This is an optimization exercise on Yosys and OpenROAD, whose aim is small area, a short achievable clock period and few clock cycles, not a production implementation. Where RTL was checked, it was by simulation tests only, not by an equivalence proof against the original. Power figures rest on the tool's default switching activity, not on a simulated workload.

Design bhx_stream, start of the top module:
module bhx_stream (
    input  wire        clk,
    input  wire        rst,
    input  wire        start,
    input  wire [2:0]  op,
    input  wire [23:0] len,
    input  wire [23:0] base,
    input  wire [23:0] cap,
    output wire        busy,
    input  wire        in_valid,
    input  wire [7:0]  in_data,
    output wire        in_ready,
    output wire        out_valid,
    output wire [7:0]  out_data,
    input  wire        out_ready,
    output reg         done,
    output reg  [4:0]  err_code,
    output wire [2:0]  err_stage,
    output reg  [23:0] err_pos,
    output wire [7:0]  err_detail,
    output reg  [23:0] out_len
);
    localparam E_INVCHAR = 5'h03;
    localparam E_BADCMD  = 5'h10;
    localparam E_BADLEN  = 5'h11;
    reg        run;
    reg        six;       
    reg        rle;       
    reg        ir;        
    reg [22:0] rem;       
    reg        in_end;    
    reg        iv0;       
    reg [7:0]  id0;
    reg [23:0] ipos;      
    reg [23:0] capl;      
    reg        full;      
    reg [2:0]  kc;        
    reg [5:0]  lo;        
    reg        tv, tv1;   
    reg [7:0]  td;        
    reg [7:0]  td1;
    reg        t_esc, t_esc1;       
    reg        t_small, t_small1;   
    reg        ov, sv;    
    reg [7:0]  od;        
    reg [7:0]  sd;
    wire sx_err  = err_code[1] & err_code[0];
    wire any_err = err_code[1] | err_code[2];
    wire accept  = start && !run;
    wire take    = in_valid && ir;
    wire room    = !sv;                  
    wire ph0     = (kc[1:0] == 2'd0);
    wire in_done = in_end && !iv0;       
    wire       flush = six && in_done && (kc != 3'd0) && !sx_err;
    wire       is_alpha, is_ws;
    wire [5:0] sx_val;
    wire [7:0] sx_byte;
    bhx_sixbit u_six (
        .c      (id0),
        .zero   (in_done),
        .ph     (kc[1:0]),
        .lo     (lo),
        .alpha  (is_alpha),
        .ws     (is_ws),
        .val    (sx_val),
        .byte_o (sx_byte)
    );
    wire       rl_take, rl_emit, rl_tinc1, rl_tinc2, rl_ev, rl_st;
    wire [1:0] rl_osel;
    wire [4:0] rl_code;
    wire       src_done = in_done && (!six || kc == 3'd0);
    wire       rl_en    = run && rle && !any_err;
    bhx_rle u_rle (
        .clk      (clk),
        .clear    (accept),
  ...
Size: ~1400 cells after synthesis, ~210 flip-flops, ~0.013 sq mm of cells after synthesis.
export LEC_CHECK = 0
export ABC_CLOCK_PERIOD_IN_PS = 2300
export CAP_MARGIN = 20
export CORE_MARGIN = 2
export CORE_UTILIZATION = 40
export PLACE_DENSITY = 0.6
export SETUP_SLACK_MARGIN = 2.5
export SLEW_MARGIN = 20
create_clock -name core_clock -period 5.0 [get_ports {clk}]
standard.sh (not shown) runs the stock make flow with config.mk's settings and CLKGATE_MAP_FILE= SYNTH_SCRIPT=/design/flow/synth_recipe.tcl, a recipe that flattens the netlist after the stock synthesis.
==> flow/flow/run.sh <==
#!/bin/bash
# Standard layout, with every input and output port buffered by the
# platform's smallest buffer (buf_1) instead of the default delay-cell buffer.
set -euo pipefail
export BUFFER_PORTS_ARGS="-buffer_cell sky130_fd_sc_hd__buf_1"
bash standard.sh > flow.log 2>&1
The first run finished clean.
Rerun with:
--- a/flow/config.mk
+++ b/flow/config.mk
@@ -11,0 +12 @@
+export CTS_BUF_LIST = sky130_fd_sc_hd__clkbuf_4 sky130_fd_sc_hd__clkbuf_8
Result:
- design area is about the same
- synthesized area stays the same
- utilization barely changes
- worst hold slack degrades by 0.0044 ns
No run of this note included a check of the RTL's function; only the layout flow was run.


Another version of the RTL of bhx_stream (not shown whole).
Size: about 1300 cells after synthesis, ~200 flip-flops.
// bhx_stream
module bhx_stream (
    input  wire        clk,
    input  wire        rst,
    input  wire        start,
    input  wire [2:0]  op,
    input  wire [23:0] len,
    input  wire [23:0] base,
    input  wire [23:0] cap,
    output wire        busy,
    input  wire        in_valid,
    input  wire [7:0]  in_data,
    output wire        in_ready,
    output wire        out_valid,
    output wire [7:0]  out_data,
    input  wire        out_ready,
    output reg         done,
    output reg  [4:0]  err_code,
    output wire [2:0]  err_stage,
    output reg  [23:0] err_pos,
    output wire [7:0]  err_detail,
    output reg  [23:0] out_len
);
Settings: LEC_CHECK=0, ABC_CLOCK_PERIOD_IN_PS=2500, CAP_MARGIN=20, CORE_MARGIN=2, CORE_UTILIZATION=70, PLACE_DENSITY=0.85, SETUP_SLACK_MARGIN=2.3, SLEW_MARGIN=20; clock period 5.0 ns.
Scripts as last shown in full above: flow/flow/run.sh
Testbench counts at the start, summed over its fixed seeds: cycles 137,032.
==> next run, changes <==
CORE_UTILIZATION = 55   (was 70)
PLACE_DENSITY = 0.75   (was 0.85)
SETUP_SLACK_MARGIN = 2.1   (was 2.3)
Wire length falls by roughly a tenth.
Hold slack gets better by 0.026 ns.
Utilization went down by 21 points.


the baseline:
Starting RTL as in the previous note.
==> flow/config.mk <==
export PLATFORM = sky130hd
export DESIGN_NAME = bhx_stream
export DESIGN_NICKNAME = bhx_stream
export VERILOG_FILES = /design/flow/design.v
export SDC_FILE = /design/flow/constraint.sdc
export NUM_CORES = 4
export LEC_CHECK = 0
export ABC_CLOCK_PERIOD_IN_PS = 2500
export CAP_MARGIN = 20
export CORE_MARGIN = 2
export CORE_UTILIZATION = 55
export PLACE_DENSITY = 0.75
export SETUP_SLACK_MARGIN = 2.45
export SLEW_MARGIN = 20
==> flow/constraint.sdc <==
create_clock -name core_clock -period 5.0 [get_ports {clk}]
set_input_delay 1.0000 -clock core_clock [delete_from_list [all_inputs] [get_ports {clk}]]
set_output_delay 1.0000 -clock core_clock [all_outputs]
set_load 0.01 [all_outputs]
Scripts as last shown in full above: flow/flow/run.sh
The baseline reached the end of the flow, and the finished layout is clean on the timing, DRC and antenna checks.
Testbench counts of the baseline, summed over its fixed seeds: cycles 137,032.
The inputs of the candidate differ from those of the baseline as listed below.
# the baseline
export LEC_CHECK = 0
export ABC_CLOCK_PERIOD_IN_PS = 2500
export CAP_MARGIN = 20
export CORE_MARGIN = 2
export CORE_UTILIZATION = 55
export PLACE_DENSITY = 0.75
export SETUP_SLACK_MARGIN = 2.45
export SLEW_MARGIN = 20
create_clock -name core_clock -period 5.0 [get_ports {clk}]
# the candidate
export LEC_CHECK = 0
export ABC_CLOCK_PERIOD_IN_PS = 2500
export CAP_MARGIN = 20
export CORE_MARGIN = 2
export CORE_UTILIZATION = 55
export CTS_CLUSTER_DIAMETER = 100
export CTS_CLUSTER_SIZE = 30
export PLACE_DENSITY = 0.75
export SETUP_SLACK_MARGIN = 2.3
export SLEW_MARGIN = 20
create_clock -name core_clock -period 5.0 [get_ports {clk}]
The run showing the greater number of cells on the critical path is the baseline.
The baseline has a lower clock share of power than the candidate.
Reported for the baseline and the candidate, flip-flop and latch count turned out identical to the last digit.
The candidate | stages: all done | timing, DRC, antenna: all pass
Combinational group share of total power ended up 0.5 points lower on the candidate than on the baseline.
Taking the candidate over the baseline, the buffer count excluding the clock tree in the final layout ratio works out to 0.930.
The via count was comparable across the baseline and the candidate.

-- port drivers added, routing unchanged --
In the flow no input, the clock included, has a driving cell. The finished layouts below were timed again as built, in two steps.
Step 1 assumes that a clkbuf_16 drives the clock port and a buf_2 every other input.
Step 2 moves the port delays by t, midway between the first and last clock arrival at a register: inputs arrive t later, outputs are due t later. That takes back most of the time a late clock gives input paths.
Three values: no drivers, after step 1, after step 2; two values: the first two.
run	shift t [ns]	slack for setup (ns)	cell pins on the clock port's net
the first run of note 1	0.573	2.409 / 2.409 / 1.875	1
the second run of note 1	0.574	2.389 / 2.389 / 1.915	1
the first run of note 2	0.487	2.264 / 2.273 / 1.786	1
the second run of note 2	0.479	2.221 / 2.230 / 1.750	1
the baseline	0.491	2.464 / 2.467 / 1.976	1
the candidate	0.493	2.363 / 2.313 / 1.875	1
After both steps setup and hold are still met in every run listed. For the first run of note 1, which loses most, drivers alone change the setup slack by 0.000 ns; drivers and shift together by -0.534 ns.
